What follows belongs to an exercise in optimizing a design on an open flow for small area, a short achievable clock period and few clock cycles per item; a production flow would make more cautious choices.
RTL that was checked went through simulation tests only; none was proved equivalent to the original.

==> 02-24 <==
## hse_bv_enc
module hse_bv_enc (
    input  wire        clk,
    input  wire        rst,        
    input  wire        in_valid,
    output wire        in_ready,
    input  wire [1:0]  in_op,      
    input  wire [5:0]  in_tbl,
    input  wire [13:0] in_a,
    input  wire [13:0] in_b,
    input  wire        in_sa,
    input  wire        in_sb,
    output wire        out_valid,
    output wire [7:0]  out_byte,
    output wire        err
);
clock: 14.0 ns
lec_check: 0
cap_margin: 10
core_margin: 2
core_utilization: 15
place_density: 0.3
slew_margin: 10
run.sh (not shown) runs the stock make flow with config.mk's settings and CLKGATE_MAP_FILE= SYNTH_SCRIPT=/design/flow/synth_recipe.tcl, a recipe that flattens the netlist after the stock synthesis.
==> 06-10: changes against 02-24 <==
- CORE_UTILIZATION: 15 -> 25
- PLACE_DENSITY: 0.3 -> 0.4
==> 11-06: changes against 02-24 <==
- CORE_UTILIZATION: 15 -> 20
- PLACE_DENSITY: 0.3 -> 0.35
==> notes.md <==
* Err: ERROR: TCL interpreter returned an error: Source files actually used in the design:
* Synth warn at 3
* Failed at: synthesis (1_2_yosys)
* Status: aborted with a tool error
Source of the figures above: 06-10

==> notes.md <==
* Status: aborted with a tool error
* Synth warn at 3
* Failed at: synthesis (1_2_yosys)
* Err: ERROR: TCL interpreter returned an error: Source files actually used in the design:
Source of the figures above: 11-06

==> notes.md <==
* Status: aborted with a tool error
* Failed at: synthesis (1_2_yosys)
* Err: ERROR: TCL interpreter returned an error: Source files actually used in the design:
* Synth warn at 3
Source of the figures above: 02-24

No functional check of the RTL was part of any run of this note.

---

==> run a: inputs <==
Another version of the RTL of hse_bv_enc (not shown whole).
## hse_bv_enc
module hse_bv_enc (
    input  wire        clk,
    input  wire        rst,        
    input  wire        in_valid,
    output wire        in_ready,
    input  wire [1:0]  in_op,      
    input  wire [5:0]  in_tbl,
    input  wire [13:0] in_a,
    input  wire [13:0] in_b,
    input  wire        in_sa,
    input  wire        in_sb,
    output wire        out_valid,
    output wire [7:0]  out_byte,
    output wire        err
);
==> module hse_bv_enc, before the edit <==
module hse_bv_enc (
    input  wire        clk,
    input  wire        rst,        
    input  wire        in_valid,
    output wire        in_ready,
    input  wire [1:0]  in_op,      
    input  wire [5:0]  in_tbl,
    input  wire [13:0] in_a,
    input  wire [13:0] in_b,
    input  wire        in_sa,
    input  wire        in_sb,
    output wire        out_valid,
    output wire [7:0]  out_byte,
    output wire        err
);
    wire [47:0] word;
    wire [5:0]  nbits;
    wire        bad;
    hse_item_coder u_coder (
        .op   (in_op),
        .tbl  (in_tbl),
        .a    (in_a),
        .b    (in_b),
        .sa   (in_sa),
        .sb   (in_sb),
        .word (word),
        .nbits(nbits),
        .bad  (bad)
    );
    reg [55:0] acc;
    reg [5:0]  cnt;
    reg        err_r;
    wire       is_flush = (in_op == 2'd2);
    wire [5:0] shamt = 6'd56 - cnt - nbits;
    assign out_valid = (cnt >= 6'd8);
    assign out_byte  = acc[55:48];
    assign in_ready  = !err_r && (cnt < 6'd8);
    assign err       = err_r;
    always @(posedge clk) begin
        if (rst) begin
            acc   <= 56'd0;
            cnt   <= 6'd0;
            err_r <= 1'b0;
        end else if (cnt >= 6'd8) begin
            acc <= acc << 8;
            cnt <= cnt - 6'd8;
        end else if (in_valid && !err_r) begin
            if (bad) begin
                err_r <= 1'b1;
            end else if (is_flush) begin
                if (cnt != 6'd0)
                    cnt <= 6'd8;
            end else begin
                acc <= acc | ({8'd0, word} << shamt);
                cnt <= cnt + nbits;
            end
        end
    end
endmodule
clock: 14.0 ns
lec_check: 0
cap_margin: 40
core_margin: 2
core_utilization: 15
place_density: 0.3
slew_margin: 40
==> run b: changes against run a <==
--- a/flow/design.v
+++ b/flow/design.v
@@ -1556,47 +1556,90 @@
     output wire [7:0]  out_byte,
     output wire        err
 );
+    localparam C = 56;             
+    reg        r1v;
+    reg [1:0]  r1op;
+    reg [5:0]  r1tbl;
+    reg [13:0] r1a, r1b;
+    reg        r1sa, r1sb;
     wire [47:0] word;
     wire [5:0]  nbits;
     wire        bad;
     hse_item_coder u_coder (
-        .op   (in_op),
-        .tbl  (in_tbl),
-        .a    (in_a),
-        .b    (in_b),
-        .sa   (in_sa),
-        .sb   (in_sb),
+        .op   (r1op),
+        .tbl  (r1tbl),
+        .a    (r1a),
+        .b    (r1b),
+        .sa   (r1sa),
+        .sb   (r1sb),
         .word (word),
         .nbits(nbits),
         .bad  (bad)
     );
-    reg [55:0] acc;
-    reg [5:0]  cnt;
-    reg        err_r;
-    wire       is_flush = (in_op == 2'd2);
-    wire [5:0] shamt = 6'd56 - cnt - nbits;
-    assign out_valid = (cnt >= 6'd8);
-    assign out_byte  = acc[55:48];
-    assign in_ready  = !err_r && (cnt < 6'd8);
+    reg        r2v;
+    reg        r2f;                
+    reg [44:0] r2w;
+    reg [5:0]  r2n;
+    reg [C-1:0] acc;
+    reg [5:0]   q;
+    reg         ov;
+    reg         rdy;
+    reg         err_r;
+    assign in_ready  = rdy;
+    assign out_valid = ov;
+    assign out_byte  = acc[C-1:C-8];
     assign err       = err_r;
+    wire       o    = (q >= 6'd8);
+    wire [5:0] q1   = o ? q - 6'd8 : q;
+    wire [C-1:0] acc1 = o ? {acc[C-9:0], 8'd0} : acc;
+    wire [6:0] qs   = {1'b0, q1} + {1'b0, (r2f ? 6'd0 : r2n)};
+    wire       fits = (qs <= C);
+    wire       m2   = r2v && fits;                        
+    wire       m1   = r1v && !err_r && (!r2v || m2);      
+    wire       take = in_valid && rdy;
+    wire [5:0] q1up = (q1 + 6'd7) & 6'b111000;
+    wire [5:0] q_n  = !m2 ? q1 : (r2f ? q1up : qs[5:0]);
+    wire [5:0] sh   = C - q1 - r2n;
+    wire [C-1:0] acc_n = (m2 && !r2f) ? (acc1 | ({{(C-45){1'b0}}, r2w} << sh)) : acc1;
+    wire       err_n = err_r || (m1 && bad);
+    wire       r2v_n = (m1 && !bad) || (r2v && !m2);
+    wire [5:0] r2n_n = m1 ? nbits : r2n;
+    wire       r2f_n = m1 ? (r1op == 2'd2) : r2f;
+    wire       r1v_n = take || (r1v && !m1);
+    wire       q_no  = (q_n >= 6'd8);
+    wire [5:0] q_n1  = q_no ? q_n - 6'd8 : q_n;
+    wire [6:0] qs_n  = {1'b0, q_n1} + {1'b0, (r2f_n ? 6'd0 : r2n_n)};
+    wire       rdy_n = !err_n && (!r1v_n || !r2v_n || (qs_n <= C));
     always @(posedge clk) begin
         if (rst) begin
-            acc   <= 56'd0;
-            cnt   <= 6'd0;
+            r1v   <= 1'b0;
+            r2v   <= 1'b0;
+            q     <= 6'd0;
+            ov    <= 1'b0;
+            rdy   <= 1'b0;
             err_r <= 1'b0;
-        end else if (cnt >= 6'd8) begin
-            acc <= acc << 8;
-            cnt <= cnt - 6'd8;
-        end else if (in_valid && !err_r) begin
-            if (bad) begin
-                err_r <= 1'b1;
-            end else if (is_flush) begin
-                if (cnt != 6'd0)
-                    cnt <= 6'd8;
-            end else begin
-                acc <= acc | ({8'd0, word} << shamt);
-                cnt <= cnt + nbits;
-            end
+            acc   <= {C{1'b0}};
+        end else begin
+            r1v   <= r1v_n && !err_n;
+            r2v   <= r2v_n;
+            q     <= q_n;
+            ov    <= q_no;
+            rdy   <= rdy_n;
+            err_r <= err_n;
+            acc   <= acc_n;
+        end
+        if (take) begin
+            r1op  <= in_op;
+            r1tbl <= in_tbl;
+            r1a   <= in_a;
+            r1b   <= in_b;
+            r1sa  <= in_sa;
+            r1sb  <= in_sb;
+        end
+        if (m1) begin
+            r2w <= word[44:0];
+            r2n <= nbits;
+            r2f <= (r1op == 2'd2);
         end
     end
 endmodule
Settings changed: CAP_MARGIN 40 to 10, CORE_UTILIZATION 15 to 25, PLACE_DENSITY 0.3 to 0.4, SLEW_MARGIN 40 to 10.
==> run c: changes against run a <==
--- a/flow/design.v
+++ b/flow/design.v
@@ -1556,47 +1556,90 @@
     output wire [7:0]  out_byte,
     output wire        err
 );
+    localparam C = 56;             
+    reg        r1v;
+    reg [1:0]  r1op;
+    reg [5:0]  r1tbl;
+    reg [13:0] r1a, r1b;
+    reg        r1sa, r1sb;
     wire [47:0] word;
     wire [5:0]  nbits;
     wire        bad;
     hse_item_coder u_coder (
-        .op   (in_op),
-        .tbl  (in_tbl),
-        .a    (in_a),
-        .b    (in_b),
-        .sa   (in_sa),
-        .sb   (in_sb),
+        .op   (r1op),
+        .tbl  (r1tbl),
+        .a    (r1a),
+        .b    (r1b),
+        .sa   (r1sa),
+        .sb   (r1sb),
         .word (word),
         .nbits(nbits),
         .bad  (bad)
     );
-    reg [55:0] acc;
-    reg [5:0]  cnt;
-    reg        err_r;
-    wire       is_flush = (in_op == 2'd2);
-    wire [5:0] shamt = 6'd56 - cnt - nbits;
-    assign out_valid = (cnt >= 6'd8);
-    assign out_byte  = acc[55:48];
-    assign in_ready  = !err_r && (cnt < 6'd8);
+    reg        r2v;
+    reg        r2f;                
+    reg [44:0] r2w;
+    reg [5:0]  r2n;
+    reg [C-1:0] acc;
+    reg [5:0]   q;
+    reg         ov;
+    reg         rdy;
+    reg         err_r;
+    assign in_ready  = rdy;
+    assign out_valid = ov;
+    assign out_byte  = acc[C-1:C-8];
     assign err       = err_r;
+    wire       o    = (q >= 6'd8);
+    wire [5:0] q1   = o ? q - 6'd8 : q;
+    wire [C-1:0] acc1 = o ? {acc[C-9:0], 8'd0} : acc;
+    wire [6:0] qs   = {1'b0, q1} + {1'b0, (r2f ? 6'd0 : r2n)};
+    wire       fits = (qs <= C);
+    wire       m2   = r2v && fits;                        
+    wire       m1   = r1v && !err_r && (!r2v || m2);      
+    wire       take = in_valid && rdy;
+    wire [5:0] q1up = (q1 + 6'd7) & 6'b111000;
+    wire [5:0] q_n  = !m2 ? q1 : (r2f ? q1up : qs[5:0]);
+    wire [5:0] sh   = C - q1 - r2n;
+    wire [C-1:0] acc_n = (m2 && !r2f) ? (acc1 | ({{(C-45){1'b0}}, r2w} << sh)) : acc1;
+    wire       err_n = err_r || (m1 && bad);
+    wire       r2v_n = (m1 && !bad) || (r2v && !m2);
+    wire [5:0] r2n_n = m1 ? nbits : r2n;
+    wire       r2f_n = m1 ? (r1op == 2'd2) : r2f;
+    wire       r1v_n = take || (r1v && !m1);
+    wire       q_no  = (q_n >= 6'd8);
+    wire [5:0] q_n1  = q_no ? q_n - 6'd8 : q_n;
+    wire [6:0] qs_n  = {1'b0, q_n1} + {1'b0, (r2f_n ? 6'd0 : r2n_n)};
+    wire       rdy_n = !err_n && (!r1v_n || !r2v_n || (qs_n <= C));
     always @(posedge clk) begin
         if (rst) begin
-            acc   <= 56'd0;
-            cnt   <= 6'd0;
+            r1v   <= 1'b0;
+            r2v   <= 1'b0;
+            q     <= 6'd0;
+            ov    <= 1'b0;
+            rdy   <= 1'b0;
             err_r <= 1'b0;
-        end else if (cnt >= 6'd8) begin
-            acc <= acc << 8;
-            cnt <= cnt - 6'd8;
-        end else if (in_valid && !err_r) begin
-            if (bad) begin
-                err_r <= 1'b1;
-            end else if (is_flush) begin
-                if (cnt != 6'd0)
-                    cnt <= 6'd8;
-            end else begin
-                acc <= acc | ({8'd0, word} << shamt);
-                cnt <= cnt + nbits;
-            end
+            acc   <= {C{1'b0}};
+        end else begin
+            r1v   <= r1v_n && !err_n;
+            r2v   <= r2v_n;
+            q     <= q_n;
+            ov    <= q_no;
+            rdy   <= rdy_n;
+            err_r <= err_n;
+            acc   <= acc_n;
+        end
+        if (take) begin
+            r1op  <= in_op;
+            r1tbl <= in_tbl;
+            r1a   <= in_a;
+            r1b   <= in_b;
+            r1sa  <= in_sa;
+            r1sb  <= in_sb;
+        end
+        if (m1) begin
+            r2w <= word[44:0];
+            r2n <= nbits;
+            r2f <= (r1op == 2'd2);
         end
     end
 endmodule
Settings changed: CAP_MARGIN 40 to 10, CORE_UTILIZATION 15 to 40, PLACE_DENSITY 0.3 to 0.5, SLEW_MARGIN 40 to 10.
==> comparison <==
- Run a finished with timing, DRC and antenna clean. Run c stopped in 5_1_grt (GRT-0116). Run b never finished: it broke off in 5_1_grt (GRT-0116).
- In synthesized area, run b and run c do not differ.
- In run c the synthesized cell count is higher than in run a, by 4.4%.
Testbench counts of run a, summed over its fixed seeds: cycles 12,243, items 6,325.
The RTL of run b and run c was laid out without a check of its function.

==> separate check: timing with driven ports <==
How much do the figures lean on ideal ports? The routed layout below was timed once more, with nothing changed but the port constraints. Step 1 (the two cells are an assumption about what drives the block):
set clk [get_ports {clk}]
set_driving_cell -lib_cell sky130_fd_sc_hd__clkbuf_16 $clk
set_driving_cell -lib_cell sky130_fd_sc_hd__buf_2 [delete_from_list [all_inputs] $clk]
Step 2 times the ports against the registers' clock, not the clock port: input delays grow and output delays shrink by t, the midpoint of the rising clock arrivals with the driver on. Slacks: ideal / step 1 / step 2; pairs: ideal / step 1.
run: run a
t, ns: 0.390
slack for setup (ns): 0.883 / 0.906 / 0.516
hold slack, ns: 0.463 / 0.463 / 0.463
worst data-port slew with drivers (ns): 0.09
After both steps setup and hold are still met in run a. For run a, drivers alone change the setup slack by +0.023 ns; drivers and shift together by -0.367 ns.
